This is an optimization exercise on Yosys and OpenROAD, whose aim is small area, a short achievable clock period and few clock cycles, not a production implementation. At most, simulation tests tie the RTL to the original design; equivalence was not proved. No functional check of the RTL was part of runs 1 and 2.

===== flow/config.mk =====
export PLATFORM = sky130hd
export DESIGN_NAME = bunny24_cipher
export DESIGN_NICKNAME = bunny24_cipher
export VERILOG_FILES = /design/flow/design.v
export SDC_FILE = /design/flow/constraint.sdc
export NUM_CORES = 4
export LEC_CHECK = 0
export CAP_MARGIN = 20
export CORE_MARGIN = 2
export CORE_UTILIZATION = 40
export SETUP_SLACK_MARGIN = 5
export SLEW_MARGIN = 20

===== flow/constraint.sdc =====
create_clock -name core_clock -period 8.0 [get_ports {clk}]
set_input_delay 1.6000 -clock core_clock [delete_from_list [all_inputs] [get_ports {clk}]]
set_output_delay 1.6000 -clock core_clock [all_outputs]
set_load 0.01 [all_outputs]

===== flow/design.v =====
module bunny24_s0 (input [5:0] v, output [5:0] y);
  localparam [63:0] T0 = 64'hE54E19FA44D64C56;
  localparam [63:0] T1 = 64'h1472389AFE8AE2F8;
  localparam [63:0] T2 = 64'h79A0DE7F6C44E08C;
  localparam [63:0] T3 = 64'h528745F39439E6D4;
  localparam [63:0] T4 = 64'h052C576E876B29F8;
  localparam [63:0] T5 = 64'hB290D9B632FA391C;
  assign y[0] = T0[v];
  assign y[1] = T1[v];
  assign y[2] = T2[v];
  assign y[3] = T3[v];
  assign y[4] = T4[v];
  assign y[5] = T5[v];
endmodule
module bunny24_s1 (input [5:0] v, output [5:0] y);
  localparam [63:0] T0 = 64'h9CF505930A636CFA;
  localparam [63:0] T1 = 64'hE82B4D8E714DD4E8;
  localparam [63:0] T2 = 64'hA695A96503CFF3C0;
  localparam [63:0] T3 = 64'h3F0330F3F330FCC0;
  localparam [63:0] T4 = 64'h14D8D7E4D7E414D8;
  localparam [63:0] T5 = 64'hA335533A3AAC355C;
  assign y[0] = T0[v];
  assign y[1] = T1[v];
  assign y[2] = T2[v];
  assign y[3] = T3[v];
  assign y[4] = T4[v];
  assign y[5] = T5[v];
endmodule
module bunny24_s2 (input [5:0] v, output [5:0] y);
  localparam [63:0] T0 = 64'h4BDD78EE881E44D2;
  localparam [63:0] T1 = 64'hC65050C66CFAFA6C;
  localparam [63:0] T2 = 64'h9C3663C9C99CC99C;
  localparam [63:0] T3 = 64'h3F0330F3F330FCC0;
  localparam [63:0] T4 = 64'h4EBEE4EB72822728;
  localparam [63:0] T5 = 64'h3AA3CAACCA533A5C;
  assign y[0] = T0[v];
  assign y[1] = T1[v];
  assign y[2] = T2[v];
  assign y[3] = T3[v];
  assign y[4] = T4[v];
  assign y[5] = T5[v];
endmodule
module bunny24_s3 (input [5:0] v, output [5:0] y);
  localparam [63:0] T0 = 64'hE54E19FA44D64C56;
  localparam [63:0] T1 = 64'h1472389AFE8AE2F8;
  localparam [63:0] T2 = 64'h865F218093BB1F73;
  localparam [63:0] T3 = 64'h528745F39439E6D4;
  localparam [63:0] T4 = 64'h052C576E876B29F8;
  localparam [63:0] T5 = 64'hB290D9B632FA391C;
  assign y[0] = T0[v];
  assign y[1] = T1[v];
  assign y[2] = T2[v];
  assign y[3] = T3[v];
  assign y[4] = T4[v];
  assign y[5] = T5[v];
endmodule
module bunny24_is0 (input [5:0] v, output [5:0] y);
  localparam [63:0] T0 = 64'hE54E19FA44D64C56;
  localparam [63:0] T1 = 64'h1472389AFE8AE2F8;
  localparam [63:0] T2 = 64'h79A0DE7F6C44E08C;
  localparam [63:0] T3 = 64'h528745F39439E6D4;
  localparam [63:0] T4 = 64'h052C576E876B29F8;
  localparam [63:0] T5 = 64'hB290D9B632FA391C;
  assign y[0] = T0[v];
  assign y[1] = T1[v];
  assign y[2] = T2[v];
  assign y[3] = T3[v];
  assign y[4] = T4[v];
  assign y[5] = T5[v];
endmodule
module bunny24_is1 (input [5:0] v, output [5:0] y);
  localparam [63:0] T0 = 64'h32197CCE89345E7A;
  localparam [63:0] T1 = 64'h885C00E7BDFFCA44;
  localparam [63:0] T2 = 64'hD73666889FB2D10C;
  localparam [63:0] T3 = 64'h6D8575926719DA54;
  localparam [63:0] T4 = 64'h2670D5EA67A70DA4;
  localparam [63:0] T5 = 64'h11A5DBAC3A7E3C44;
  assign y[0] = T0[v];
  assign y[1] = T1[v];
  assign y[2] = T2[v];
  assign y[3] = T3[v];
  assign y[4] = T4[v];
  assign y[5] = T5[v];
endmodule
module bunny24_is2 (input [5:0] v, output [5:0] y);
  localparam [63:0] T0 = 64'hBF7F61922C4664C2;
  localparam [63:0] T1 = 64'hE0E368CEC26BE0EC;
  localparam [63:0] T2 = 64'hC693BD24A5CCED48;
  localparam [63:0] T3 = 64'h6D8575926719DA54;
  localparam [63:0] T4 = 64'h791AB38545EA16EC;
  localparam [63:0] T5 = 64'hBAB3131AF8AB0B58;
  assign y[0] = T0[v];
  assign y[1] = T1[v];
  assign y[2] = T2[v];
  assign y[3] = T3[v];
  assign y[4] = T4[v];
  assign y[5] = T5[v];
endmodule
module bunny24_is3 (input [5:0] v, output [5:0] y);
  localparam [63:0] T0 = 64'h5EE491AF446DC465;
  localparam [63:0] T1 = 64'h412783A9EFA82E8F;
  localparam [63:0] T2 = 64'h970AEDF7C6440EC8;
  localparam [63:0] T3 = 64'h2578543F49936E4D;
  localparam [63:0] T4 = 64'h50C275E678B6928F;
  localparam [63:0] T5 = 64'h2B099D6B23AF93C1;
  assign y[0] = T0[v];
  assign y[1] = T1[v];
  assign y[2] = T2[v];
  assign y[3] = T3[v];
  assign y[4] = T4[v];
  assign y[5] = T5[v];
endmodule
module bunny24_sfwd (input [23:0] in, output [23:0] out);
  bunny24_s0 u0 (.v(in[23:18]), .y(out[23:18]));
  bunny24_s1 u1 (.v(in[17:12]), .y(out[17:12]));
  bunny24_s2 u2 (.v(in[11:6]), .y(out[11:6]));
  bunny24_s3 u3 (.v(in[5:0]), .y(out[5:0]));
endmodule
module bunny24_sinv (input [23:0] in, output [23:0] out);
  bunny24_is0 u0 (.v(in[23:18]), .y(out[23:18]));
  bunny24_is1 u1 (.v(in[17:12]), .y(out[17:12]));
  bunny24_is2 u2 (.v(in[11:6]), .y(out[11:6]));
  bunny24_is3 u3 (.v(in[5:0]), .y(out[5:0]));
endmodule
module bunny24_mfwd (input [23:0] in, output [23:0] out);
  assign out[0] = in[0] ^ in[2] ^ in[4] ^ in[6] ^ in[7] ^ in[8] ^ in[9] ^ in[10] ^ in[11] ^ in[14] ^ in[15] ^ in[16] ^ in[18] ^ in[19] ^ in[20] ^ in[22] ^ in[23];
  assign out[1] = in[0] ^ in[1] ^ in[2] ^ in[3] ^ in[4] ^ in[5] ^ in[6] ^ in[14] ^ in[17] ^ in[21] ^ in[22];
  assign out[2] = in[1] ^ in[2] ^ in[3] ^ in[4] ^ in[5] ^ in[6] ^ in[7] ^ in[15] ^ in[18] ^ in[22] ^ in[23];
  assign out[3] = in[3] ^ in[5] ^ in[9] ^ in[10] ^ in[11] ^ in[12] ^ in[14] ^ in[15] ^ in[18] ^ in[20] ^ in[22];
  assign out[4] = in[0] ^ in[2] ^ in[6] ^ in[7] ^ in[8] ^ in[9] ^ in[12] ^ in[13] ^ in[14] ^ in[18] ^ in[20] ^ in[21] ^ in[22];
  assign out[5] = in[1] ^ in[3] ^ in[6] ^ in[7] ^ in[8] ^ in[9] ^ in[10] ^ in[13] ^ in[14] ^ in[15] ^ in[18] ^ in[19] ^ in[21] ^ in[22] ^ in[23];
  assign out[6] = in[1] ^ in[2] ^ in[5] ^ in[6] ^ in[8] ^ in[14] ^ in[19] ^ in[20] ^ in[23];
  assign out[7] = in[1] ^ in[3] ^ in[5] ^ in[6] ^ in[7] ^ in[8] ^ in[9] ^ in[12] ^ in[14] ^ in[15] ^ in[19] ^ in[21] ^ in[23];
  assign out[8] = in[2] ^ in[4] ^ in[6] ^ in[7] ^ in[8] ^ in[9] ^ in[10] ^ in[12] ^ in[13] ^ in[15] ^ in[16] ^ in[20] ^ in[22];
  assign out[9] = in[0] ^ in[1] ^ in[2] ^ in[3] ^ in[7] ^ in[9] ^ in[10] ^ in[11] ^ in[13] ^ in[16] ^ in[17] ^ in[18] ^ in[19] ^ in[20] ^ in[21];
  assign out[10] = in[0] ^ in[3] ^ in[4] ^ in[5] ^ in[6] ^ in[10] ^ in[11] ^ in[12] ^ in[17] ^ in[18] ^ in[21] ^ in[22] ^ in[23];
  assign out[11] = in[0] ^ in[1] ^ in[4] ^ in[5] ^ in[7] ^ in[11] ^ in[13] ^ in[18] ^ in[19] ^ in[22] ^ in[23];
  assign out[12] = in[1] ^ in[3] ^ in[7] ^ in[9] ^ in[10] ^ in[11] ^ in[13] ^ in[14] ^ in[16] ^ in[17] ^ in[18] ^ in[19] ^ in[20];
  assign out[13] = in[0] ^ in[1] ^ in[2] ^ in[3] ^ in[4] ^ in[7] ^ in[8] ^ in[9] ^ in[13] ^ in[15] ^ in[16] ^ in[18] ^ in[21];
  assign out[14] = in[0] ^ in[1] ^ in[2] ^ in[3] ^ in[4] ^ in[5] ^ in[8] ^ in[9] ^ in[10] ^ in[12] ^ in[14] ^ in[16] ^ in[17] ^ in[19] ^ in[22];
  assign out[15] = in[2] ^ in[4] ^ in[5] ^ in[7] ^ in[12] ^ in[14] ^ in[15] ^ in[16] ^ in[18] ^ in[19] ^ in[23];
  assign out[16] = in[1] ^ in[5] ^ in[7] ^ in[8] ^ in[9] ^ in[10] ^ in[11] ^ in[12] ^ in[14] ^ in[15] ^ in[18];
  assign out[17] = in[0] ^ in[2] ^ in[6] ^ in[8] ^ in[9] ^ in[10] ^ in[11] ^ in[12] ^ in[13] ^ in[15] ^ in[16] ^ in[18] ^ in[19];
  assign out[18] = in[1] ^ in[6] ^ in[11] ^ in[12] ^ in[15] ^ in[16] ^ in[17] ^ in[18] ^ in[19] ^ in[21] ^ in[22];
  assign out[19] = in[1] ^ in[2] ^ in[6] ^ in[7] ^ in[11] ^ in[13] ^ in[15] ^ in[18] ^ in[20] ^ in[21] ^ in[23];
  assign out[20] = in[0] ^ in[2] ^ in[3] ^ in[7] ^ in[8] ^ in[12] ^ in[14] ^ in[16] ^ in[19] ^ in[21] ^ in[22];
  assign out[21] = in[0] ^ in[3] ^ in[4] ^ in[8] ^ in[9] ^ in[11] ^ in[12] ^ in[13] ^ in[16] ^ in[19] ^ in[20] ^ in[21] ^ in[23];
  assign out[22] = in[4] ^ in[5] ^ in[9] ^ in[10] ^ in[11] ^ in[13] ^ in[14] ^ in[15] ^ in[16] ^ in[19] ^ in[20];
  assign out[23] = in[0] ^ in[5] ^ in[10] ^ in[11] ^ in[14] ^ in[15] ^ in[16] ^ in[17] ^ in[18] ^ in[20] ^ in[21];
endmodule
module bunny24_minv (input [23:0] in, output [23:0] out);
  assign out[0] = in[0] ^ in[1] ^ in[4] ^ in[9] ^ in[10] ^ in[11] ^ in[12] ^ in[13] ^ in[14] ^ in[16] ^ in[17] ^ in[18] ^ in[20] ^ in[21] ^ in[22];
  assign out[1] = in[2] ^ in[4] ^ in[5] ^ in[9] ^ in[15] ^ in[16] ^ in[19] ^ in[20] ^ in[23];
  assign out[2] = in[3] ^ in[5] ^ in[6] ^ in[10] ^ in[12] ^ in[16] ^ in[17] ^ in[20] ^ in[21];
  assign out[3] = in[0] ^ in[1] ^ in[6] ^ in[7] ^ in[9] ^ in[10] ^ in[12] ^ in[14] ^ in[16] ^ in[18] ^ in[20];
  assign out[4] = in[2] ^ in[4] ^ in[7] ^ in[8] ^ in[9] ^ in[12] ^ in[14] ^ in[15] ^ in[16] ^ in[18] ^ in[19] ^ in[20] ^ in[22];
  assign out[5] = in[0] ^ in[3] ^ in[5] ^ in[8] ^ in[9] ^ in[10] ^ in[12] ^ in[13] ^ in[15] ^ in[16] ^ in[17] ^ in[19] ^ in[20] ^ in[21] ^ in[23];
  assign out[6] = in[0] ^ in[3] ^ in[4] ^ in[5] ^ in[6] ^ in[7] ^ in[8] ^ in[11] ^ in[13] ^ in[14] ^ in[16] ^ in[18] ^ in[21];
  assign out[7] = in[1] ^ in[3] ^ in[9] ^ in[11] ^ in[12] ^ in[13] ^ in[15] ^ in[16] ^ in[17] ^ in[18] ^ in[19] ^ in[21] ^ in[22];
  assign out[8] = in[0] ^ in[2] ^ in[4] ^ in[10] ^ in[12] ^ in[13] ^ in[14] ^ in[16] ^ in[17] ^ in[19] ^ in[20] ^ in[22] ^ in[23];
  assign out[9] = in[0] ^ in[1] ^ in[4] ^ in[6] ^ in[7] ^ in[8] ^ in[12] ^ in[15] ^ in[16] ^ in[17] ^ in[18] ^ in[20] ^ in[23];
  assign out[10] = in[1] ^ in[2] ^ in[3] ^ in[4] ^ in[6] ^ in[9] ^ in[11] ^ in[12] ^ in[14] ^ in[17] ^ in[19];
  assign out[11] = in[2] ^ in[3] ^ in[4] ^ in[5] ^ in[6] ^ in[7] ^ in[10] ^ in[12] ^ in[13] ^ in[15] ^ in[20];
  assign out[12] = in[1] ^ in[2] ^ in[6] ^ in[8] ^ in[12] ^ in[13] ^ in[17] ^ in[18] ^ in[23];
  assign out[13] = in[0] ^ in[1] ^ in[3] ^ in[6] ^ in[7] ^ in[8] ^ in[9] ^ in[12] ^ in[14] ^ in[17] ^ in[18] ^ in[19] ^ in[23];
  assign out[14] = in[1] ^ in[2] ^ in[4] ^ in[6] ^ in[7] ^ in[8] ^ in[9] ^ in[10] ^ in[12] ^ in[13] ^ in[15] ^ in[19] ^ in[20];
  assign out[15] = in[0] ^ in[1] ^ in[3] ^ in[5] ^ in[7] ^ in[9] ^ in[10] ^ in[11] ^ in[12] ^ in[14] ^ in[16] ^ in[17] ^ in[20] ^ in[21] ^ in[23];
  assign out[16] = in[0] ^ in[4] ^ in[6] ^ in[10] ^ in[11] ^ in[15] ^ in[21] ^ in[22] ^ in[23];
  assign out[17] = in[0] ^ in[1] ^ in[5] ^ in[7] ^ in[11] ^ in[12] ^ in[16] ^ in[22] ^ in[23];
  assign out[18] = in[3] ^ in[6] ^ in[10] ^ in[11] ^ in[12] ^ in[14] ^ in[16] ^ in[17] ^ in[18] ^ in[20] ^ in[21];
  assign out[19] = in[0] ^ in[3] ^ in[4] ^ in[6] ^ in[7] ^ in[10] ^ in[13] ^ in[14] ^ in[15] ^ in[16] ^ in[19] ^ in[20] ^ in[22];
  assign out[20] = in[1] ^ in[4] ^ in[5] ^ in[6] ^ in[7] ^ in[8] ^ in[11] ^ in[14] ^ in[15] ^ in[16] ^ in[17] ^ in[18] ^ in[20] ^ in[21] ^ in[23];
  assign out[21] = in[0] ^ in[2] ^ in[3] ^ in[5] ^ in[7] ^ in[8] ^ in[9] ^ in[10] ^ in[11] ^ in[14] ^ in[15] ^ in[18] ^ in[19] ^ in[20] ^ in[22];
  assign out[22] = in[1] ^ in[4] ^ in[8] ^ in[9] ^ in[12] ^ in[14] ^ in[15] ^ in[17] ^ in[18] ^ in[19] ^ in[23];
  assign out[23] = in[2] ^ in[5] ^ in[9] ^ in[10] ^ in[13] ^ in[15] ^ in[16] ^ in[19] ^ in[20];
endmodule
module bunny24_cipher (
  input         clk,
  input         rst,         
  input         key_valid,
  input  [23:0] key_in,
  output        key_ready,
  input         in_valid,
  input  [1:0]  in_mode,
  input  [23:0] in_data,
  output        in_ready,
  output        out_valid,
  output [23:0] out_data,
  input         out_ready
);
  reg        kfire_q;            
  reg        have_key;
  reg        kexp;               
  reg        kinit;              
  reg [3:0]  kcnt;               
  reg [23:0] key_reg;            
  reg [23:0] rk [0:15];          
  reg [47:0] win;                
  reg [23:0] a, b;               
  reg        av, adec, ared, bv, bdec, bred;
  reg [3:0]  akidx, bkidx;       
  reg [1:0]  atag, btag;         
  reg [23:0] obuf, sb0, sb1;     
  reg        ov, sb0v, sb1v;
  reg [1:0]  sb0t, sb1t;
  reg [1:0]  itag, otag;         
  reg [1:0]  cnt;                
  reg        in_ready_r, key_ready_r;
  wire [23:0] sf, mi, mf, si;
  bunny24_sfwd u_sf (.in(a), .out(sf));
  bunny24_minv u_mi (.in(a), .out(mi));
  bunny24_mfwd u_mf (.in(b), .out(mf));
  bunny24_sinv u_si (.in(b), .out(si));
  wire [23:0] h1     = adec ? mi : sf;
  wire [23:0] kround = bred ? key_reg : rk[bkidx];
  wire [23:0] nxt    = (bdec ? si : mf) ^ kround;
  wire        alast  = av & (adec ? (akidx == 4'd0) : (akidx == 4'd15));
  wire        blast  = bv & (bdec ? (bkidx == 4'd0) : (bkidx == 4'd15));
  wire        bcont  = bv & ~blast;
  wire [3:0]  bkidx_n = bdec ? bkidx - 4'd1 : bkidx + 4'd1;
  wire [23:0] wkey = in_mode[1] ? key_reg : (in_mode[0] ? rk[15] : rk[0]);
  wire        fire_in  = in_valid & in_ready_r;
  wire        fire_key = key_valid & key_ready_r;
  wire        deliver  = ov & out_ready;
  wire        ofree    = ~ov | out_ready;
  wire [5:0]  w7   = sf[5:0] ^ a[23:18];
  wire [47:0] win0 = {a, sf[23:18] ^ a[17:12], sf[17:12] ^ a[11:6],
                      sf[11:6] ^ a[5:0], w7};
  wire [5:0]  x7r = {win[4:0], win[5]};        
  wire [5:0]  t1, t2;
  bunny24_s1 u_ks1 (.v(x7r), .y(t1));
  wire [5:0]  n0 = win[47:42] ^ t1 ^ 6'h2A;
  wire [5:0]  n1 = win[41:36] ^ n0;
  wire [5:0]  n2 = win[35:30] ^ n1;
  wire [5:0]  n3 = win[29:24] ^ n2;
  bunny24_s2 u_ks2 (.v(n3), .y(t2));
  wire [5:0]  n4 = win[23:18] ^ t2;
  wire [5:0]  n5 = win[17:12] ^ n4;
  wire [5:0]  n6 = win[11:6] ^ n5;
  wire [5:0]  n7 = win[5:0] ^ n6;
  wire [47:0] lanes  = {n0, n1, n2, n3, n4, n5, n6, n7};
  wire        kchunk = kexp & ~kinit;
  wire        kdone  = kchunk & (kcnt == 4'd9);
  integer r, j, ip;
  always @(posedge clk) begin
    for (r = 0; r < 16; r = r + 1)
      for (j = 0; j < 4; j = j + 1) begin
        ip = 20 * (r / 5) + (r % 5) + 5 * j;
        if (kchunk && kcnt == ip / 8)
          rk[r][23 - 6 * j -: 6] <= lanes[47 - 6 * (ip % 8) -: 6];
      end
  end
  always @(posedge clk) begin
    if (fire_key)
      key_reg <= key_in;
    if (kinit)
      win <= win0;
    else
      win <= lanes;
    kinit <= kfire_q;
    if (kfire_q)
      kcnt <= 4'd0;
    else if (kchunk)
      kcnt <= kcnt + 4'd1;
  end
  always @(posedge clk) begin
    b     <= h1;
    bdec  <= adec;
    bred  <= ared;
    bkidx <= akidx;
    btag  <= atag;
    if (bcont) begin
      a     <= nxt;
      adec  <= bdec;
      ared  <= bred;
      akidx <= bkidx_n;
      atag  <= btag;
    end else begin
      a     <= kfire_q ? key_reg : (in_data ^ wkey);
      adec  <= in_mode[0];
      ared  <= in_mode[1];
      akidx <= (in_mode[1] ^ in_mode[0]) ? 4'd14 : 4'd1;
      atag  <= itag;
    end
  end
  wire comp_o = blast & (btag == otag) & ofree;       
  wire comp_s = blast & ~comp_o;                      
  wire s0_o   = ~comp_o & sb0v & (sb0t == otag) & ofree;
  wire s1_o   = ~comp_o & ~s0_o & sb1v & (sb1t == otag) & ofree;
  always @(posedge clk) begin
    if (comp_o)
      obuf <= nxt;
    else if (s0_o)
      obuf <= sb0;
    else if (s1_o)
      obuf <= sb1;
    if (comp_s & ~sb0v) begin
      sb0  <= nxt;
      sb0t <= btag;
    end
    if (comp_s & sb0v) begin
      sb1  <= nxt;
      sb1t <= btag;
    end
  end
  wire av_n   = bcont | fire_in;
  wire kexp_n = kfire_q | (kexp & ~kdone);
  wire [1:0] cnt_n = cnt + {1'b0, fire_in} - {1'b0, deliver};
  always @(posedge clk) begin
    if (rst) begin
      kfire_q     <= 1'b0;
      have_key    <= 1'b0;
      kexp        <= 1'b0;
      av          <= 1'b0;
      bv          <= 1'b0;
      ov          <= 1'b0;
      sb0v        <= 1'b0;
      sb1v        <= 1'b0;
      itag        <= 2'd0;
      otag        <= 2'd0;
      cnt         <= 2'd0;
      in_ready_r  <= 1'b0;
      key_ready_r <= 1'b1;
    end else begin
      kfire_q  <= fire_key;
      have_key <= have_key | fire_key;
      kexp     <= kexp_n;
      av       <= av_n;
      bv       <= av;
      if (fire_in)
        itag <= itag + 2'd1;
      if (comp_o | s0_o | s1_o) begin
        ov   <= 1'b1;
        otag <= otag + 2'd1;
      end else if (deliver)
        ov <= 1'b0;
      if (s0_o)
        sb0v <= 1'b0;
      else if (comp_s & ~sb0v)
        sb0v <= 1'b1;
      if (s1_o)
        sb1v <= 1'b0;
      else if (comp_s & sb0v)
        sb1v <= 1'b1;
      cnt <= cnt_n;
      in_ready_r  <= have_key & ~fire_key & ~kexp_n & ~kfire_q &
                     (~av | alast) & (cnt_n != 2'd3);
      key_ready_r <= ~fire_in & ~kexp_n & ~kfire_q & ~av_n & (~av | alast);
    end
  end
  assign key_ready = key_ready_r;
  assign in_ready  = in_ready_r;
  assign out_valid = ov;
  assign out_data  = obuf;
endmodule

===== flow/run.sh =====
#!/bin/bash
# synth_recipe.tcl (not shown) runs the flow's synth.tcl, then flattens the netlist and writes it again
# the make line also repeats each setting of config.mk as NAME=value (left out here)
make -C /OpenROAD-flow-scripts/flow DESIGN_CONFIG=/design/flow/config.mk WORK_HOME=/design/flow/orfs CLKGATE_MAP_FILE= SYNTH_SCRIPT=/design/flow/synth_recipe.tcl finish

==> results.txt, run 1 <==
CTS tree yes; max incr delay on CP 0.40 ns; synthesized area between 30000 and 40000 um^2; Post-CTS Hold Buffers 0; Post-synth EDFFs ~480; num ports 82; Vias 26341; critical path required time 8.49 ns; Async S/R FF share, synth 0%; Detail Route Antenna Nets 0; vias per cell 5.907; final setup fails 0; Overall Global Routing Usage 26.06%; Synth Flop Type edfxtp_1; wire per inst 26.15 um; die area 87070 um^2; Post-Layout Inst Area 41540 um^2; critical path startpoint category flip-flop; Tightest Pin Transition 1.077 ns; DR pass1 iterations 5; DIE HEIGHT 295.1 um; syn_area_per_cell 10.84 um^2; synth warn 2; Synthesized Nets ~3300; Hold Vio Cnt, Final 0; Hold Startpoint ared; CTS Buf Count 69; crit-path cells clkinvlp_4 > ha_4 > or3b_4 > a32oi_4 > a2bb2oi_2 > o311ai_4 > xor2_4 > buf_4 > buf_6 > ha_2 > and2_1 > o311ai_1 > o311ai_2 > o21ai_4 > buf_12 > xnor2_4 > mux2_2; later-pin clock latency in the skew report 0.64 ns; vias in the first global route 24231; register bit total from synthesis a little over 600; commonest non-fill, non-tap cell in the layout edfxtp_1; initial core utilization 40.43%; initial antenna violation count 2; DR iter-0 viols 3253; H-tree Lvls 3; Worst-path clk slew ~0.060 ns; crit share post-route 49.91%; number of distinct library cells after synthesis 89; CP max FO 9; final estimated routing congestion in global placement 0.9110; clk buf depth 3; Clock Tree Root clkbuf_16; Largest Register rk; pin count of the biggest net entering global routing roughly 70; most frequent cells in the layout edfxtp_1, xnor2_1, nand2_1; PortBufs just over 80; TNS Setup 0 ns; min Tclk post-route 3.993 ns; fmax 0.2505 GHz; layout cell share with drive strength beyond 1 between 20% and 30%; kind of critical path reg -> reg; Worst path slowest cell or3b_4; Die Width 295.1 um; Area Growth Syn to Fin 22.59%; Data arrival, critical path about 4.5 ns; Filler Cells Inserted 7447; max reg flops 384; RSZ-0062 raised after global routing yes; Layout Nets 3405; pins over their slew limit 0; largest registers rk x384, win x48; Seq/Total Area, Yosys 50.74%; Routed WL 116600 um; hold_ws ~0.33 ns; Placement Cell Area 36010 um^2; first-pass GRT wire length 166800 um; Worst Hold Class reg -> reg; status finished clean; reg2reg start win[5]; Critical path origin win[5]; core area 83820 um^2; Post-Syn Instances 3127; Max Cap Viol 0; Rows roughly 110; Slew HR 28.17%; Worst Setup End Kind flip-flop; grt ovf 0; Clock Skew between 0.04 and 0.05 ns; Final HPWL DP 73790 um; clock sinks 617; Final Util roughly half; DRC viols 0
[synth_stat cells (all sizes together) (77+ instances only)]
cell / count / area, um^2
nor2: 183 / 686.9
a22oi: 120 / 900.9
edfxtp: 484 / 14530
o21ai: 235 / 1180
xnor2: 345 / 3074
mux2i: 77 / 783.3
a21oi: 193 / 965.9
xor2: 97 / 857.1
nand2: 254 / 953.4
clkbuf: 198 / 743.2
ha: 81 / 1013
dfxtp: 133 / 2663
[logic make-up after synthesis]
group	after synthesis	synth area share, %
buffers and inverters	328	3.747
AND/OR/NAND/NOR	677	9.297
XOR/XNOR	449	12.07
AO/OA/AOI/OAI	824	15.52
adder cells (fa/ha/maj)	83	3.050
multiplexers	149	5.568
flip-flops	617	50.74
[stage by stage]
step                      setup slack (ns)  cells
after CTS                            4.018   4395
after floorplan                      3.917   3127
final                                4.007   4459
after global placement               3.414   4163
after global routing                 3.896   4458
after detailed placement             3.347   4163
[routing by layer]
| metal | GRT usage, % | routed length (um) |
|---|---|---|
| met4 | 9.731 | 4603 |
| met3 | 5.405 | 11980 |
| met2 | 39.45 | 51340 |
| met1 | 36.81 | 48650 |
| met5 | 0 | 13 |
[path summary, 6_finish.rpt]
check | end | slack, ns | cells after the start
worst min-delay path | bred | 0.33 | 0
worst min register to register | bred | 0.33 | 0
worst max-delay path | win[6] | 4.01 | 17
worst max register to register | win[6] | 4.01 | 17
[cell type report]
cell class / count / area [um^2] / area share, %
Sequential cell: 617 / 17280 / 41.59
Timing Repair Buffer: 310 / 2992 / 7.201
Antenna cell: 1 / 2.502 / 0.006023
Tap cell: 1134 / 1419 / 3.415
Multi-Input combinational cell: 2191 / 17180 / 41.36
Clock buffer: 93 / 1929 / 4.644
Inverter: 80 / 374.1 / 0.9005
Clock inverter: 33 / 370.4 / 0.8915
[timing repair]
item | in CTS | in global routing
gates resized for setup | 280 | 113
pin swaps | 55 | 41
cloned | 12 | 1
endpoints found under the setup margin | 496 | 326
hold endpoints to repair | 0 | 0
buffers inserted | 94 | 62
[critical path, delay by kind of cell, from the launching register on]
family	cells	cell delay [ns]
compound gates	6	1.32
buf+inv	4	0.59
simple gates	2	0.54
fa+ha+maj	2	0.40
flops	1	0.37
xor+xnor	2	0.32
mux	1	0.30
==> run 2, diff against run 1 <==
--- a/flow/design.v
+++ b/flow/design.v
@@ -190,2 +190,4 @@
 );
+  localparam NP = 2;             
+  localparam NT = 6;             
   reg        kfire_q;            
@@ -194,3 +196,3 @@
   reg        kinit;              
-  reg [3:0]  kcnt;               
+  reg [4:0]  kcnt;               
   reg [23:0] key_reg;            
@@ -198,36 +200,13 @@
   reg [47:0] win;                
-  reg [23:0] a, b;               
-  reg        av, adec, ared, bv, bdec, bred;
-  reg [3:0]  akidx, bkidx;       
-  reg [1:0]  atag, btag;         
-  reg [23:0] obuf, sb0, sb1;     
-  reg        ov, sb0v, sb1v;
-  reg [1:0]  sb0t, sb1t;
-  reg [1:0]  itag, otag;         
-  reg [1:0]  cnt;                
-  reg        in_ready_r, key_ready_r;
-  wire [23:0] sf, mi, mf, si;
-  bunny24_sfwd u_sf (.in(a), .out(sf));
-  bunny24_minv u_mi (.in(a), .out(mi));
-  bunny24_mfwd u_mf (.in(b), .out(mf));
-  bunny24_sinv u_si (.in(b), .out(si));
-  wire [23:0] h1     = adec ? mi : sf;
-  wire [23:0] kround = bred ? key_reg : rk[bkidx];
-  wire [23:0] nxt    = (bdec ? si : mf) ^ kround;
-  wire        alast  = av & (adec ? (akidx == 4'd0) : (akidx == 4'd15));
-  wire        blast  = bv & (bdec ? (bkidx == 4'd0) : (bkidx == 4'd15));
-  wire        bcont  = bv & ~blast;
-  wire [3:0]  bkidx_n = bdec ? bkidx - 4'd1 : bkidx + 4'd1;
-  wire [23:0] wkey = in_mode[1] ? key_reg : (in_mode[0] ? rk[15] : rk[0]);
-  wire        fire_in  = in_valid & in_ready_r;
-  wire        fire_key = key_valid & key_ready_r;
-  wire        deliver  = ov & out_ready;
-  wire        ofree    = ~ov | out_ready;
-  wire [5:0]  w7   = sf[5:0] ^ a[23:18];
-  wire [47:0] win0 = {a, sf[23:18] ^ a[17:12], sf[17:12] ^ a[11:6],
-                      sf[11:6] ^ a[5:0], w7};
-  wire [5:0]  x7r = {win[4:0], win[5]};        
+  reg         in_ready_r, key_ready_r;
+  wire [23:0] a0, sf0;           
+  wire [5:0]  w7   = sf0[5:0] ^ a0[23:18];
+  wire [47:0] win0 = {a0, sf0[23:18] ^ a0[17:12], sf0[17:12] ^ a0[11:6],
+                      sf0[11:6] ^ a0[5:0], w7};
+  wire [5:0]  x7r = {win[4:0], win[5]};
   wire [5:0]  t1, t2;
   bunny24_s1 u_ks1 (.v(x7r), .y(t1));
-  wire [5:0]  n0 = win[47:42] ^ t1 ^ 6'h2A;
+  bunny24_s2 u_ks2 (.v(win[5:0]), .y(t2));
+  wire [5:0]  g  = kcnt[0] ? t2 : (t1 ^ 6'h2A);
+  wire [5:0]  n0 = win[47:42] ^ g;
   wire [5:0]  n1 = win[41:36] ^ n0;
@@ -235,10 +214,5 @@
   wire [5:0]  n3 = win[29:24] ^ n2;
-  bunny24_s2 u_ks2 (.v(n3), .y(t2));
-  wire [5:0]  n4 = win[23:18] ^ t2;
-  wire [5:0]  n5 = win[17:12] ^ n4;
-  wire [5:0]  n6 = win[11:6] ^ n5;
-  wire [5:0]  n7 = win[5:0] ^ n6;
-  wire [47:0] lanes  = {n0, n1, n2, n3, n4, n5, n6, n7};
+  wire [23:0] lanes  = {n0, n1, n2, n3};
   wire        kchunk = kexp & ~kinit;
-  wire        kdone  = kchunk & (kcnt == 4'd9);
+  wire        kdone  = kchunk & (kcnt == 5'd18);
   integer r, j, ip;
@@ -248,6 +222,7 @@
         ip = 20 * (r / 5) + (r % 5) + 5 * j;
-        if (kchunk && kcnt == ip / 8)
-          rk[r][23 - 6 * j -: 6] <= lanes[47 - 6 * (ip % 8) -: 6];
+        if (kchunk && kcnt == ip / 4)
+          rk[r][23 - 6 * j -: 6] <= lanes[23 - 6 * (ip % 4) -: 6];
       end
   end
+  wire fire_key = key_valid & key_ready_r;
   always @(posedge clk) begin
@@ -258,53 +233,102 @@
     else
-      win <= lanes;
+      win <= {win[23:0], lanes};
     kinit <= kfire_q;
     if (kfire_q)
-      kcnt <= 4'd0;
+      kcnt <= 5'd0;
     else if (kchunk)
-      kcnt <= kcnt + 4'd1;
+      kcnt <= kcnt + 5'd1;
   end
-  always @(posedge clk) begin
-    b     <= h1;
-    bdec  <= adec;
-    bred  <= ared;
-    bkidx <= akidx;
-    btag  <= atag;
-    if (bcont) begin
-      a     <= nxt;
-      adec  <= bdec;
-      ared  <= bred;
-      akidx <= bkidx_n;
-      atag  <= btag;
-    end else begin
-      a     <= kfire_q ? key_reg : (in_data ^ wkey);
-      adec  <= in_mode[0];
-      ared  <= in_mode[1];
-      akidx <= (in_mode[1] ^ in_mode[0]) ? 4'd14 : 4'd1;
-      atag  <= itag;
+  reg  [NP-1:0] ent;             
+  reg  [2:0]  itag;              
+  wire        fire_in = in_valid & in_ready_r;
+  wire [23:0] wkey    = in_mode[1] ? key_reg : (in_mode[0] ? rk[15] : rk[0]);
+  wire [23:0] win_blk = in_data ^ wkey;
+  wire [NP-1:0] av_v, alast_v, av_n_v, blast_v;
+  wire [2:0]    btag_v [0:NP-1];
+  wire [23:0]   nxt_v  [0:NP-1];
+  wire [23:0]   a_v    [0:NP-1];
+  wire [23:0]   sf_v   [0:NP-1];
+  genvar p;
+  generate
+    for (p = 0; p < NP; p = p + 1) begin : g_pipe
+      reg [23:0] a, b;
+      reg        av, adec, ared, bv, bdec, bred;
+      reg [3:0]  akidx, bkidx;   
+      reg [2:0]  atag, btag;
+      wire [23:0] sf, mi, mf, si;
+      bunny24_sfwd u_sf (.in(a), .out(sf));
+      bunny24_minv u_mi (.in(a), .out(mi));
+      bunny24_mfwd u_mf (.in(b), .out(mf));
+      bunny24_sinv u_si (.in(b), .out(si));
+      wire [23:0] h1     = adec ? mi : sf;
+      wire [23:0] kround = bred ? key_reg : rk[bkidx];
+      wire [23:0] nxt    = (bdec ? si : mf) ^ kround;
+      wire        alast  = av & (adec ? (akidx == 4'd0) : (akidx == 4'd15));
+      wire        blast  = bv & (bdec ? (bkidx == 4'd0) : (bkidx == 4'd15));
+      wire        bcont  = bv & ~blast;
+      wire [3:0]  bkidx_n = bdec ? bkidx - 4'd1 : bkidx + 4'd1;
+      wire        av_n   = bcont | (fire_in & ent[p]);
+      always @(posedge clk) begin
+        b     <= h1;
+        bdec  <= adec;
+        bred  <= ared;
+        bkidx <= akidx;
+        btag  <= atag;
+        if (bcont) begin
+          a     <= nxt;
+          adec  <= bdec;
+          ared  <= bred;
+          akidx <= bkidx_n;
+          atag  <= btag;
+        end else begin
+          a     <= (p == 0 && kfire_q) ? key_reg : win_blk;
+          adec  <= in_mode[0];
+          ared  <= in_mode[1];
+          akidx <= (in_mode[1] ^ in_mode[0]) ? 4'd14 : 4'd1;
+          atag  <= itag;
+        end
+        if (rst) begin
+          av <= 1'b0;
+          bv <= 1'b0;
+        end else begin
+          av <= av_n;
+          bv <= av;
+        end
+      end
+      assign av_v[p]    = av;
+      assign alast_v[p] = alast;
+      assign av_n_v[p]  = av_n;
+      assign blast_v[p] = blast;
+      assign btag_v[p]  = btag;
+      assign nxt_v[p]   = nxt;
+      assign a_v[p]     = a;
+      assign sf_v[p]    = sf;
     end
-  end
-  wire comp_o = blast & (btag == otag) & ofree;       
-  wire comp_s = blast & ~comp_o;                      
-  wire s0_o   = ~comp_o & sb0v & (sb0t == otag) & ofree;
-  wire s1_o   = ~comp_o & ~s0_o & sb1v & (sb1t == otag) & ofree;
+  endgenerate
+  assign a0  = a_v[0];
+  assign sf0 = sf_v[0];
+  reg [23:0] res [0:NT-1];
+  reg [NT-1:0] resv;
+  reg [23:0] obuf;
+  reg        ov;
+  reg [2:0]  otag;               
+  reg [2:0]  cnt;                
+  wire deliver = ov & out_ready;
+  wire ofree   = ~ov | out_ready;
+  wire take    = resv[otag] & ofree;
+  integer t, q;
   always @(posedge clk) begin
-    if (comp_o)
-      obuf <= nxt;
-    else if (s0_o)
-      obuf <= sb0;
-    else if (s1_o)
-      obuf <= sb1;
-    if (comp_s & ~sb0v) begin
-      sb0  <= nxt;
-      sb0t <= btag;
-    end
-    if (comp_s & sb0v) begin
-      sb1  <= nxt;
-      sb1t <= btag;
-    end
+    if (take)
+      obuf <= res[otag];
+    for (t = 0; t < NT; t = t + 1)
+      for (q = 0; q < NP; q = q + 1)
+        if (blast_v[q] && btag_v[q] == t)
+          res[t] <= nxt_v[q];
   end
-  wire av_n   = bcont | fire_in;
   wire kexp_n = kfire_q | (kexp & ~kdone);
-  wire [1:0] cnt_n = cnt + {1'b0, fire_in} - {1'b0, deliver};
+  wire [2:0] cnt_n = cnt + {2'b00, fire_in} - {2'b00, deliver};
+  wire [NP-1:0] afree = ~av_v | alast_v;    
+  wire [NP-1:0] ent_n = afree & ~(afree - 1'b1);
   always @(posedge clk) begin
+    ent <= ent_n;
     if (rst) begin
@@ -313,10 +337,7 @@
       kexp        <= 1'b0;
-      av          <= 1'b0;
-      bv          <= 1'b0;
       ov          <= 1'b0;
-      sb0v        <= 1'b0;
-      sb1v        <= 1'b0;
-      itag        <= 2'd0;
-      otag        <= 2'd0;
-      cnt         <= 2'd0;
+      resv        <= {NT{1'b0}};
+      itag        <= 3'd0;
+      otag        <= 3'd0;
+      cnt         <= 3'd0;
       in_ready_r  <= 1'b0;
@@ -327,23 +348,20 @@
       kexp     <= kexp_n;
-      av       <= av_n;
-      bv       <= av;
       if (fire_in)
-        itag <= itag + 2'd1;
-      if (comp_o | s0_o | s1_o) begin
+        itag <= (itag == NT - 1) ? 3'd0 : itag + 3'd1;
+      if (take) begin
         ov   <= 1'b1;
-        otag <= otag + 2'd1;
+        otag <= (otag == NT - 1) ? 3'd0 : otag + 3'd1;
       end else if (deliver)
         ov <= 1'b0;
-      if (s0_o)
-        sb0v <= 1'b0;
-      else if (comp_s & ~sb0v)
-        sb0v <= 1'b1;
-      if (s1_o)
-        sb1v <= 1'b0;
-      else if (comp_s & sb0v)
-        sb1v <= 1'b1;
+      for (t = 0; t < NT; t = t + 1)
+        if (take && otag == t)
+          resv[t] <= 1'b0;
+        else
+          for (q = 0; q < NP; q = q + 1)
+            if (blast_v[q] && btag_v[q] == t)
+              resv[t] <= 1'b1;
       cnt <= cnt_n;
       in_ready_r  <= have_key & ~fire_key & ~kexp_n & ~kfire_q &
-                     (~av | alast) & (cnt_n != 2'd3);
-      key_ready_r <= ~fire_in & ~kexp_n & ~kfire_q & ~av_n & (~av | alast);
+                     (|afree) & (cnt_n != NT);
+      key_ready_r <= ~fire_in & ~kexp_n & ~kfire_q & ~(|av_n_v) & (&afree);
     end
==> run 2 against run 1 <==
First-iteration DRC count grew to 2.5 times the previous value. Final area rose by 54%. Global-route usage is 3.3 points higher. Largest cell class is now multi-input gates. Highest routed layer unchanged.
==> results.txt, run 2 <==
crit share post-route roughly 39%; pins over their slew limit 0; fmax around 0.32 GHz; CP delay by family, top compound AO/OA/AOI/OAI gates; initial core utilization 40.19%; mux cell area share after synthesis about 8%; die area 136700 um^2; H-tree Lvls 3; Seq/Total Area, Yosys 40.29%; Synthesized Nets 5731; wire per inst 28.68 um; Hold Vio Cnt, Final 0; initial antenna violation count 6; Register Area 21700 um^2; crit-path cells buf_4 > ha_4 > buf_6 > a222oi_1 > inv_1 > a221oi_4 > a21oi_2 > o32ai_4 > xnor2_4 > o21ai_0; TNS Setup 0 ns; critical path required time 8.42 ns; clock sinks 789; post-synth top area share 32.33%; post-synth top area cell edfxtp_1; kind of critical path reg -> reg; min Tclk post-route 3.088 ns; pin count of the biggest net entering global routing 66; later-pin clock latency in the skew report 0.72 ns; Synth Area in Compound Gates 20.63%; pre-CTS worst setup slack 3.489 ns; Worst Hold Class reg -> reg; critical path startpoint category flip-flop; Largest Register rk; Final HPWL DP 133400 um; vias per cell 6.434; vias in the first global route 43274; synth warn 3; CTS tree yes; Worst Setup End Kind flip-flop; final estimated routing congestion in global placement 0.9937; M1 GR Usage 39.43%; syn_area_per_cell approximately 9.7 um^2; commonest non-fill, non-tap cell in the layout edfxtp_1; post-synthesis adder-cell area fraction 3.667%; Tightest Pin Transition 1.059 ns; DR iter-0 viols 8204; Detail Route Antenna Nets 0; Synth Flop Type edfxtp_1; area of the multi-input gates 31690 um^2; DR pass1 iterations 13; DRC viols 0; grt ovf 0; Worst path slowest cell o32ai_4; Post-Syn Instances roughly 5500; number of distinct library cells after synthesis 89; Die Width 369.7 um; Synth Area in Simple Gates around a tenth; status finished clean; top-count cell post-synth edfxtp_1; layout cell share with drive strength beyond 1 about a fifth; synthesized area 53510 um^2; Clock Skew 0.07953 ns; Overall Global Routing Usage 29.38%; Crit. path cell count 10; register bit total from synthesis 789; Post-CTS Hold Buffers 0; Clock Tree Root clkbuf_16; Placement Cell Area roughly 56000 um^2; Worst-path clk slew ~0.070 ns; final setup fails 0; Max Cap Viol 0; Final WS setup ~4.9 ns; most instantiated cells after synthesis edfxtp_1, xnor2_1, a21oi_1; num ports just over 80; Vias roughly 48000; first-pass GRT wire length about 300000 um; most frequent cells in the layout edfxtp_1, xnor2_1, a21oi_1; Routed WL 212700 um; CP max FO 12; GRT busiest layer met2; core area 133100 um^2; Post-synth EDFFs 576; Rows 134; Synth area leaders edfxtp_1, xnor2_1, dfxtp_1; Layout Nets just under 6000; cells on worst reg2reg path 10; Filler Cells Inserted 12148; Post-Layout Inst Area 63960 um^2; Slew HR a little under 30%; Async S/R FF share, synth 0%; max incr delay on CP 0.54 ns; clk buf depth 3; GR met3 Demand/Resource 9.994%; Data arrival, critical path 3.51 ns; Buf+Inv Stages, Crit Path 3; CTS Buf Count 87; max reg flops 384; M2 GR Usage 42.52%; largest registers rk x384, res x144; largest family of logic cells by synthesized area compound AO/OA/AOI/OAI gates; RSZ-0062 raised after global routing yes; PortBufs 81; Post-Synth XOR/XNOR Area 12.31%; Hold Path Stages 0; DIE HEIGHT 369.7 um; Area Growth Syn to Fin 19.53%
==> run 2: changes by cell type after synthesis, sizes merged, moves of 147 or more <==
| cell | delta |
|---|---|
| a21oi | +240 |
| xnor2 | +186 |
| nand2 | +147 |
| nor2 | +239 |
| o21ai | +169 |
| buf | +164 |
==> run 2: kinds of logic (layout without fill, tap and decap cells) <==
kind of cell | count (synthesis) | count (layout)
flops | 789 | 789
simple gates | 1216 | 1217
fa+ha+maj | 157 | 157
xor+xnor | 707 | 707
mux | 342 | 342
compound gates | 1677 | 1677
other cells | 0 | 5
buf+inv | 635 | 757
==> run 2: routing by layer <==
| metal | share of wire, % | up-vias |
|---|---|---|
| li1 | - | 20560 |
| met1 | 39 | 22893 |
| met2 | 42 | 3491 |
| met3 | 14 | 773 |
| met4 | 5.9 | 14 |
| met5 | 0.18 | - |
==> run 2: final timing paths <==
check / from / endpoint / slack, ns
worst max-delay path: g_pipe[1].bkidx[1] / res[0][3] / 4.91
worst min-delay path: g_pipe[1].atag[1] / g_pipe[1].btag[1] / 0.33
worst max register to register: g_pipe[1].bkidx[1] / res[0][3] / 4.91
worst min register to register: g_pipe[1].atag[1] / g_pipe[1].btag[1] / 0.33
==> run 2: what timing repair did <==
item                       in CTS  in global routing
buffers inserted              142                 84
pin swaps                      65                 61
gates resized for setup       400                191
cloned                         12                  8
setup endpoints to repair     770                387
==> run 2: metrics by stage <==
| step | utilization, % | instances | hold WS [ns] |
|---|---|---|---|
| after global routing | 48.04 | 7414 | 0.3324 |
| after detailed placement | 42.02 | 7009 | 0.3121 |
| final | 48.05 | 7419 | 0.3273 |
| after CTS | 46.79 | 7322 | 0.3281 |
| after global placement | 42.01 | 7009 | 0.3103 |
| after floorplan | - | 5523 | 0.3096 |
==> run 2: cell type report <==
type	count	area share [%]
Timing Repair Buffer	464	7.627
Clock buffer	116	3.713
Clock inverter	43	0.7571
Tap cell	1768	3.459
Multi-Input combinational cell	4100	49.55
Antenna cell	5	0.01956
Timing Repair inverter	1	0.01174
Inverter	133	0.9331
Sequential cell	789	33.93
==> run 2: worst register-to-register path, delay by kind of cell (launching register included) <==
kind	cells	cell delay (ns)
DFF	1	0.36
buffers and inverters	3	0.50
AOI/OAI and AO/OA	5	1.42
xor gates and xnor gates	1	0.25
adders and majority gates	1	0.26
==> run 3, diff against run 2 <==
--- a/flow/design.v
+++ b/flow/design.v
@@ -328,2 +328,4 @@
   wire kexp_n = kfire_q | (kexp & ~kdone);
+  wire [4:0] kcnt_n = kfire_q ? 5'd0 : (kchunk ? kcnt + 5'd1 : kcnt);
+  wire early_ok = in_valid & ~fire_in & (in_mode[1] | (~in_mode[0] & (kcnt_n >= 5'd4)));
   wire [2:0] cnt_n = cnt + {2'b00, fire_in} - {2'b00, deliver};
@@ -363,3 +365,3 @@
       cnt <= cnt_n;
-      in_ready_r  <= have_key & ~fire_key & ~kexp_n & ~kfire_q &
+      in_ready_r  <= have_key & ~fire_key & (~kexp_n | early_ok) & ~kfire_q &
                      (|afree) & (cnt_n != NT);
--- a/flow/config.mk
+++ b/flow/config.mk
@@ -10,2 +10,3 @@
 export CORE_UTILIZATION = 40
+export CTS_BUF_LIST = sky130_fd_sc_hd__clkbuf_4 sky130_fd_sc_hd__clkbuf_8
 export SETUP_SLACK_MARGIN = 5
==> run 3 against run 2 <==
Final cell count increased by 1.1%. Global-route usage increased by 0.057 points. Critical path depth decreased by 9. Synthesized area decreased by 0.29%. Core utilization decreased by 0.082 points. Critical path type is now reg -> out. Clock skew decreased by 0.030 ns. Count of clock-buffer cells in the layout increased by 68. Non-clock buffer count increased by 7. Final area decreased by 0.30%.
==> results.txt, run 3 <==
Hold Startpoint g_pipe[0].atag[1]; H-tree Lvls 4; critical path required time around 6.4 ns; critical path startpoint category flip-flop; layout cell share with drive strength beyond 1 20.86%; PortBufs 81; CTS Buf Count 134; RSZ-0062 raised after global routing yes; later-pin clock latency in the skew report 0.89 ns; most frequent cells in the layout edfxtp_1, xnor2_1, nand2_1; num ports 82; fmax between 0.3 and 0.4 GHz; clock sinks just under 800; synthesized area 53350 um^2; Clock Skew 0.04966 ns; max reg flops 384; initial antenna violation count 5; kind of critical path reg -> out; Final Util roughly 48%; die area 136300 um^2; Hold Vio Cnt, Final 0; Synth area leaders edfxtp_1, xnor2_1, dfxtp_1; largest registers rk x384, res x144; min Tclk post-route 3.123 ns; Final HPWL DP 133100 um; Worst path slowest cell edfxtp_1; final setup fails 0; Overall Global Routing Usage ~30%; cells on worst reg2reg path 13; grt ovf 0; Synthesized Nets 5714; pin count of the biggest net entering global routing 70; most instantiated cells after synthesis edfxtp_1, xnor2_1, nand2_1, o21ai_0, nor2_1; max incr delay on CP between 0.4 and 0.5 ns; Worst Setup End Kind primary output; DR top layer met5; Post-synth EDFFs 576; Area Growth Syn to Fin 19.53%; Routed WL 210100 um; DRC viols 0; initial core utilization 40.13%; Worst Hold Class reg -> reg; Max Cap Viol 0; CTS tree yes; Seq/Total Area, Yosys about two fifths; TNS Setup 0 ns; DR iter-0 viols 7965; post-synth top area cell edfxtp_1; Layout Cells excl Fill 7500; Clock Tree Root clkbuf_8; Hold Path Stages 0; vias in the first global route 43157; Post-Layout Inst Area roughly 64000 um^2; Async S/R FF share, synth 0%; Die Width 369.2 um; hold_ws 0.3259 ns; Buf+Inv Stages, Crit Path 1; Tightest Pin Transition 1.087 ns; met3 WL post-DR 28780 um; Data arrival, critical path 1.52 ns; DIE HEIGHT roughly 370 um; Slew HR 27.48%; vias per cell 6.346; Layout Nets approximately 6000; wire length on met2 88650 um; Placed Instances 6999; clk buf depth 3; reg2reg start g_pipe[0].bkidx[1]; Post-Syn Instances ~5500; first-pass GRT wire length 298900 um; DR pass1 iterations 9; crit-path cells buf_2; Largest Register rk; crit share post-route 39.04%; status finished clean; CP delay by family, top flip-flops; Vias 47596; final estimated routing congestion in global placement 0.9369; pins over their slew limit 0; core area 133000 um^2; number of distinct library cells after synthesis 82; commonest non-fill, non-tap cell in the layout edfxtp_1; wire per inst 28.02 um; register bit total from synthesis a little under 800; Detail Route Antenna Nets 0; Synth Flop Type edfxtp_1; Met1 Routed Length 82690 um; Worst-path clk slew 0.07 ns; CP max FO 1; Critical path origin obuf[16]; top-count cell post-synth edfxtp_1; syn_area_per_cell 9.688 um^2; Post-CTS Hold Buffers 0; synth warn 3; Crit. path cell count 1; post-synth top area share 32.42%; Rows approximately 130; Placement Cell Area 55920 um^2
==> run 3: cell count changes in the layout (fill, tap and decap cells not counted), moves of 19 or more <==
cell | previous run | this run
clkbuf_4 | 3 | 36
nor2_1 | 400 | 377
clkbuf_8 | 6 | 151
a21oi_1 | 406 | 358
clkbuf_1 | 20 | 0
o211ai_1 | 69 | 90
buf_2 | 0 | 27
clkinv_1 | 10 | 36
clkbuf_16 | 95 | 8
o21ai_0 | 360 | 384
a22oi_1 | 108 | 79
dlygate4sd2_1 | 19 | 0
==> run 3: repair_timing <==
item                                   in CTS  in global routing
pin swaps                                  60                 48
setup endpoints to repair                 864                497
cloned                                      8                  7
setup buffers                             141                 97
gates resized for setup                   518                196
endpoints found under the hold margin       0                  0
==> run 3: area by class of cell <==
type	count	area, um^2
multi-input cells	4089	31730
clock inverters	61	445.4
clock buffers	184	2313
repair inverters	1	5.005
flip-flops and latches	789	21700
diodes	2	5.005
well taps	1768	2212
fillers	12024	69190
inverters	135	623.1
repair buffers	471	4741
==> run 3: path summary, 6_finish.rpt <==
check | end | slack [ns]
worst max register to register | res[3][4] | 4.90
worst max-delay path | out_data[16] | 4.88
worst min-delay path | g_pipe[0].btag[1] | 0.33
worst min register to register | g_pipe[0].btag[1] | 0.33
==> run 3: metal layers <==
layer  GRT usage (%)  up-vias
li1                -    20615
met1           40.41    22942
met2           42.54     3487
met3           8.707      548
met4           13.23        4
met5          0.5698        -
==> run 3: cells by family after synthesis <==
family	synth area share, %
xor+xnor	12.11
flops	40.41
compound gates	20.47
fa+ha+maj	3.598
buf+inv	4.730
mux	8.490
simple gates	10.19
==> run 3: metrics by stage <==
step           setup slack [ns]
2_1_floorplan             4.687
3_3_place_gp              3.525
3_5_place_dp              3.389
4_1_cts                   4.819
5_1_grt                   4.842
6_report                  4.877
Testbench counts of run 3, summed over its fixed seeds: cycles 22,484.
==> run 4, diff against run 3 <==
--- a/flow/config.mk
+++ b/flow/config.mk
@@ -10,3 +10,2 @@
 export CORE_UTILIZATION = 40
-export CTS_BUF_LIST = sky130_fd_sc_hd__clkbuf_4 sky130_fd_sc_hd__clkbuf_8
 export SETUP_SLACK_MARGIN = 5
==> run 4 against run 3 <==
First-iteration DRC count up 1.0%. Final area up 0.68%. Via count down 0.38%. Clock skew down 0.0069 ns. Critical path type is now in -> reg. Largest cell class unchanged.
==> results.txt, run 4 <==
Filler Cells Inserted 11887; RSZ-0062 raised after global routing yes; Routed WL 210800 um; core area 133000 um^2; Post-Syn Instances 5507; area of the multi-input gates 31690 um^2; final estimated routing congestion in global placement about 0.94; number of distinct library cells after synthesis 82; crit share post-route 39.16%; Post-Layout Inst Area 64210 um^2; min Tclk post-route 3.133 ns; H-tree Lvls 3; DIE HEIGHT 369.2 um; Largest Register rk; pin count of the biggest net entering global routing 70; vias per cell 6.391; Layout Nets just under 6000; Worst Setup End Kind flip-flop; CTS Buf Count 85; Worst Hold Class reg -> reg; register bit total from synthesis between 700 and 800; Post-synth EDFFs ~580; wire per inst 28.41 um; clock sinks a little under 800; post-synth top area share 32.42%; Tightest Pin Transition 1.092 ns; TNS Setup 0 ns; commonest non-fill, non-tap cell in the layout edfxtp_1; Synthesized Nets roughly 5700; Area Growth Syn to Fin 20.35%; kind of critical path in -> reg; largest registers rk x384, res x144; die area about 140000 um^2; Synth area leaders edfxtp_1, xnor2_1, dfxtp_1; fmax 0.3192 GHz; DR iter-0 viols 8046; syn_area_per_cell about 9.7 um^2; Data arrival, critical path 3.75 ns; Clock Skew 0.04279 ns; Post-CTS Hold Buffers 0; Layout Cells excl Fill ~7400; top-count cell post-synth edfxtp_1; max reg flops 384; initial antenna violation count 5; grt ovf 0; critical path required time between 8 and 9 ns; Placed Instances 6999; Async S/R FF share, synth 0%; DR pass1 iterations 14; status finished clean; CP max FO 19; layout cell share with drive strength beyond 1 between 10% and 20%; CTS tree yes; critical path startpoint category input pin; most frequent cells in the layout edfxtp_1, xnor2_1, nand2_1; Hold Vio Cnt, Final 0; vias in the first global route 42928; most instantiated cells after synthesis edfxtp_1, xnor2_1, nand2_1, o21ai_0, nor2_1; Detail Route Antenna Nets 0; post-synth top area cell edfxtp_1; Seq/Total Area, Yosys roughly 40%; final setup fails 0; first-pass GRT wire length 297900 um; initial core utilization about two fifths; Die Width 369.2 um; later-pin clock latency in the skew report between 0.7 and 0.8 ns; Final HPWL DP around 130000 um; Register Area 21700 um^2; DRC viols 0; num ports 82; Rows between 100 and 150; synthesized area 53350 um^2; Worst-path clk slew 0.07 ns; Synth Flop Type edfxtp_1; PortBufs 81; synth warn 3; Clock Tree Root clkbuf_16; Slew HR 27.11%; Vias 47414; Overall Global Routing Usage 29.27%; pins over their slew limit 0; Placement Cell Area 55920 um^2; Max Cap Viol 0; clk buf depth 3
==> run 4: cell counts after synthesis <==
Identical to the previous run, type by type.
==> run 4: kinds of logic after synthesis <==
kind of cell             share of synthesized area, %
adder cells (fa/ha/maj)                         3.598
flip-flops                                      40.41
multiplexers                                    8.490
AND/OR/NAND/NOR                                 10.19
buffers and inverters                           4.730
AO/OA/AOI/OAI                                   20.47
XOR/XNOR                                        12.11
==> run 4: layer usage <==
metal / routed length (um) / track usage (%) / up-vias
li1: - / - / 20525
met1: 82670 / 40.12 / 22883
met3: 29230 / 9.248 / 620
met2: 88410 / 42.59 / 3376
met5: 199 / 0.4630 / -
met4: 10240 / 11.76 / 10
==> run 4: what timing repair did <==
| action | in CTS | in global routing |
|---|---|---|
| endpoints found under the setup margin | 849 | 495 |
| setup buffers | 138 | 103 |
| gates resized for setup | 437 | 211 |
| gates cloned | 8 | 12 |
| pin swaps | 66 | 59 |
==> run 4: critical path, cell delays in order <==
cell     delay (ns)
buf_6          0.32
buf_4          0.40
mux2i_1        0.25
o21ai_0        0.13
xor2_1         0.70
nor2_1         0.16
a21oi_1        0.16
==> run 4: cell type report <==
class	count	area share, %
Antenna cell	2	0.007795
Clock inverter	49	1.070
Sequential cell	789	33.80
Multi-Input combinational cell	4089	49.35
Timing Repair inverter	1	0.007795
Inverter	135	0.9685
Tap cell	1768	3.445
Clock buffer	108	3.607
Timing Repair Buffer	478	7.742
==> run 4: metrics by stage <==
| stage | setup WS, ns | util, % | hold WS (ns) |
|---|---|---|---|
| 6_report | 4.867 | 48.29 | 0.3272 |
| 5_1_grt | 4.804 | 48.29 | 0.3331 |
| 4_1_cts | 4.869 | 46.79 | 0.3273 |
| 3_5_place_dp | 3.389 | 42.06 | 0.3178 |
| 3_3_place_gp | 3.525 | 42.05 | 0.3115 |
| 2_1_floorplan | 4.687 | - | 0.3096 |
==> run 4: final timing paths <==
path                                   startpoint                 to  slack [ns]  cells after the start
worst max-delay path                   in_mode[0]    g_pipe[1].a[10]        4.87                      7
worst min-delay path            g_pipe[0].atag[1]  g_pipe[0].btag[1]        0.33                      0
worst max register to register             win[0]             win[0]        4.87                     12
worst min register to register  g_pipe[0].atag[1]  g_pipe[0].btag[1]        0.33                      0
==> run 5, diff against run 4 <==
--- a/flow/design.v
+++ b/flow/design.v
@@ -197,2 +197,4 @@
   reg [4:0]  kcnt;               
+  reg        kwr;                
+  reg [4:0]  kcnt_d;             
   reg [23:0] key_reg;            
@@ -222,4 +224,4 @@
         ip = 20 * (r / 5) + (r % 5) + 5 * j;
-        if (kchunk && kcnt == ip / 4)
-          rk[r][23 - 6 * j -: 6] <= lanes[23 - 6 * (ip % 4) -: 6];
+        if (kwr && kcnt_d == ip / 4)
+          rk[r][23 - 6 * j -: 6] <= win[23 - 6 * (ip % 4) -: 6];
       end
@@ -235,2 +237,4 @@
     kinit <= kfire_q;
+    kwr    <= kchunk & ~rst;
+    kcnt_d <= kcnt;
     if (kfire_q)
@@ -243,4 +247,4 @@
   wire        fire_in = in_valid & in_ready_r;
-  wire [23:0] wkey    = in_mode[1] ? key_reg : (in_mode[0] ? rk[15] : rk[0]);
-  wire [23:0] win_blk = in_data ^ wkey;
+  wire [23:0] win_blk = in_mode[1] ? (in_data ^ key_reg) :
+                        (in_mode[0] ? (in_data ^ rk[15]) : (in_data ^ rk[0]));
   wire [NP-1:0] av_v, alast_v, av_n_v, blast_v;
@@ -328,4 +332,5 @@
   wire kexp_n = kfire_q | (kexp & ~kdone);
+  wire kbusy_n = kexp_n | kchunk;          
   wire [4:0] kcnt_n = kfire_q ? 5'd0 : (kchunk ? kcnt + 5'd1 : kcnt);
-  wire early_ok = in_valid & ~fire_in & (in_mode[1] | (~in_mode[0] & (kcnt_n >= 5'd4)));
+  wire early_ok = in_valid & ~fire_in & (in_mode[1] | (~in_mode[0] & (kcnt_n >= 5'd5)));
   wire [2:0] cnt_n = cnt + {2'b00, fire_in} - {2'b00, deliver};
@@ -365,5 +370,5 @@
       cnt <= cnt_n;
-      in_ready_r  <= have_key & ~fire_key & (~kexp_n | early_ok) & ~kfire_q &
+      in_ready_r  <= have_key & ~fire_key & (~kbusy_n | early_ok) & ~kfire_q &
                      (|afree) & (cnt_n != NT);
-      key_ready_r <= ~fire_in & ~kexp_n & ~kfire_q & ~(|av_n_v) & (&afree);
+      key_ready_r <= ~fire_in & ~kbusy_n & ~kfire_q & ~(|av_n_v) & (&afree);
     end
--- a/flow/config.mk
+++ b/flow/config.mk
@@ -7,2 +7,3 @@
 export LEC_CHECK = 0
+export ABC_AREA = 1
 export CAP_MARGIN = 20
@@ -10,2 +11,3 @@
 export CORE_UTILIZATION = 40
+export CTS_BUF_LIST = sky130_fd_sc_hd__clkbuf_4 sky130_fd_sc_hd__clkbuf_8
 export SETUP_SLACK_MARGIN = 5
==> run 5 against run 4 <==
Critical path type is now reg -> reg. Die area rose by 2.5%. Still clean on timing, DRC and antenna. Highest routed layer unchanged. Sequential share of layout area grew 0.74 points. Flip-flop and latch count rose by 6. Clock skew up 0.0083 ns. Count of clock-buffer cells in the layout rose by 104. Final area fell by 1.7%. Fmax grew 3.1%.
==> results.txt, run 5 <==
Die Width 373.9 um; wire per inst 25.39 um; Hold Vio Cnt, Final 0; core area 135600 um^2; register bit total from synthesis ~800; Overall Global Routing Usage 32.17%; Hold Path Stages 0; crit share post-route between 30% and 40%; critical path required time 8.58 ns; Vias 54570; pre-CTS worst setup slack 3.679 ns; Clock Tree Root clkbuf_8; post-synth top area share 31.61%; Filler Cells Inserted 13268; Post-Syn Instances around 7000; CP max FO 15; kind of critical path reg -> reg; clk buf depth 3; number of distinct library cells after synthesis 69; met3 WL post-DR 28790 um; CTS tree yes; Worst-path clk slew approximately 0.060 ns; Rows 135; min Tclk post-route 3.038 ns; post-synthesis adder-cell area fraction approximately 3.4%; Synth Area in Compound Gates between 10% and 20%; commonest non-fill, non-tap cell in the layout nand2_1; die area 139800 um^2; status finished clean; Routed WL approximately 230000 um; Final WS setup a little under 5 ns; fmax 0.3291 GHz; initial core utilization 40.34%; H-tree Lvls 4; most instantiated cells after synthesis nand2_1, nand3_1, inv_1; Detail Route Antenna Nets 0; pin count of the biggest net entering global routing 68; Worst Setup End Kind flip-flop; Synth Flop Type edfxtp_1; Area Growth Syn to Fin 15.31%; cells on worst reg2reg path 12; worst reg2reg setup slack 4.96 ns; Final HPWL DP between 150000 and 200000 um; Synth Area in Simple Gates 25.68%; largest family of logic cells by synthesized area simple AND/OR/NAND/NOR gates; layout cell share with drive strength beyond 1 13.37%; DRC viols 0; largest registers rk x384, res x144; Max Cap Viol 0; mux cell area share after synthesis 0.07317%; critical path startpoint category flip-flop; Largest Register rk; num ports 82; max reg flops 384; PortBufs 81; Post-synth EDFFs 576; DR top layer met5; wire length on met2 100400 um; Post-Synth XOR/XNOR Area 10.47%; hold_ws 0.3262 ns; Seq/Total Area, Yosys 39.62%; Hold Startpoint g_pipe[1].atag[2]; synth warn 3; top-count cell post-synth nand2_1; reg2reg start g_pipe[1].bkidx[1]; Layout Nets 7508; Synth area leaders edfxtp_1, nand2_1, dfxtp_1; most frequent cells in the layout nand2_1, nand3_1, edfxtp_1
-- run 5: cell types whose count changed after synthesis, sizes merged, moves of 169 or more --
cell | previous run | this run
a21oi | 386 | 217
inv | 117 | 631
mux2i | 206 | 4
nand2 | 418 | 1915
nand3 | 101 | 716
xnor2 | 517 | 292
xor2 | 177 | 356
-- run 5: timing repair --
item                                    CTS  global route
endpoints found under the setup margin  399           351
buffers inserted                         57            85
gates cloned                              7             3
gates resized for setup                 403           183
pin swaps                                34            35
-- run 5: area by class of cell --
class | count | area (um^2) | share of cell area, %
Antenna cell | 2 | 5.005 | 0.007932
Clock buffer | 212 | 2624 | 4.158
Clock inverter | 48 | 291.5 | 0.4621
Inverter | 660 | 2676 | 4.242
Multi-Input combinational cell | 5358 | 30520 | 48.37
Sequential cell | 795 | 21790 | 34.54
Tap cell | 1781 | 2228 | 3.532
Timing Repair Buffer | 342 | 2924 | 4.634
Timing Repair inverter | 5 | 32.53 | 0.05156
-- run 5: worst paths after layout --
path                                     endpoint
worst min-delay path            g_pipe[1].btag[2]
worst max register to register          res[2][4]
worst min register to register  g_pipe[1].btag[2]
worst max-delay path                    res[2][4]
-- run 5: logic make-up (layout without fill, tap and decap cells) --
| kind of cell | after synthesis | in the layout |
|---|---|---|
| buf+inv | 1014 | 1267 |
| fa+ha+maj | 149 | 149 |
| compound gates | 1216 | 1216 |
| other cells | 0 | 2 |
| mux | 4 | 4 |
| flops | 795 | 795 |
| simple gates | 3335 | 3340 |
| xor+xnor | 649 | 649 |
-- run 5: per-layer routing --
| layer | vias up | GRT usage, % |
|---|---|---|
| li1 | 24535 | - |
| met4 | 2 | 17.58 |
| met5 | - | 0 |
| met2 | 3714 | 48.63 |
| met1 | 25681 | 42.28 |
| met3 | 638 | 7.741 |
-- run 5: critical path, cell delays in order, from the launching register on --
cell and delay, ns:
dfxtp_1 0.35, ha_2 0.23, nand2_1 0.08, buf_4 0.23
inv_2 0.23, a21oi_1 0.40, nand2_1 0.16, nor2_4 0.23
nand3_1 0.27, o21ai_1 0.20, nand2_2 0.19, nand3_1 0.14
nand2_1 0.08
-- run 5: through the flow --
step / std cells / instance area [um^2]
2_1_floorplan: 7162 / 54750
3_3_place_gp: 8789 / 57310
3_5_place_dp: 8789 / 57320
4_1_cts: 9113 / 61740
5_1_grt: 9202 / 63090
6_report: 9203 / 63090
Testbench counts of run 5, summed over its fixed seeds: cycles 22,580.

==> what the ideal ports hide <==
In the flow no input, the clock included, has a driving cell. The finished layouts below were timed again as built, in two steps. Step 1, drivers: a clkbuf_16 drives clk and a buf_2 each remaining input, both assumed. Step 2, shift: input delay + t, output delay - t, t = (earliest + latest rising clock arrival at the registers) / 2. This alone moves slack from input paths to output paths. Three values: ideal ports, drivers, drivers and shift; two values: the first two.
run	shift t [ns]	slack for setup (ns)	clock arrival spread, ns	slew at the worst register clock pin (ns)	worst slew at a driven data input, ns
run 1	0.686	4.007 / 4.007 / 4.007	0.050 / 0.049	0.06 / 0.06	0.05
run 2	0.770	4.912 / 4.882 / 4.113	0.086 / 0.085	0.07 / 0.07	0.17
run 3	0.940	4.877 / 4.804 / 4.099	0.058 / 0.057	0.07 / 0.07	0.06
run 4	0.776	4.867 / 4.869 / 4.138	0.043 / 0.043	0.08 / 0.08	0.05
run 5	0.927	4.962 / 4.919 / 4.138	0.053 / 0.053	0.07 / 0.07	0.13
After both steps every run listed still meets setup and hold. For run 5, which loses most, drivers alone change the setup slack by -0.043 ns; drivers and shift together by -0.824 ns.
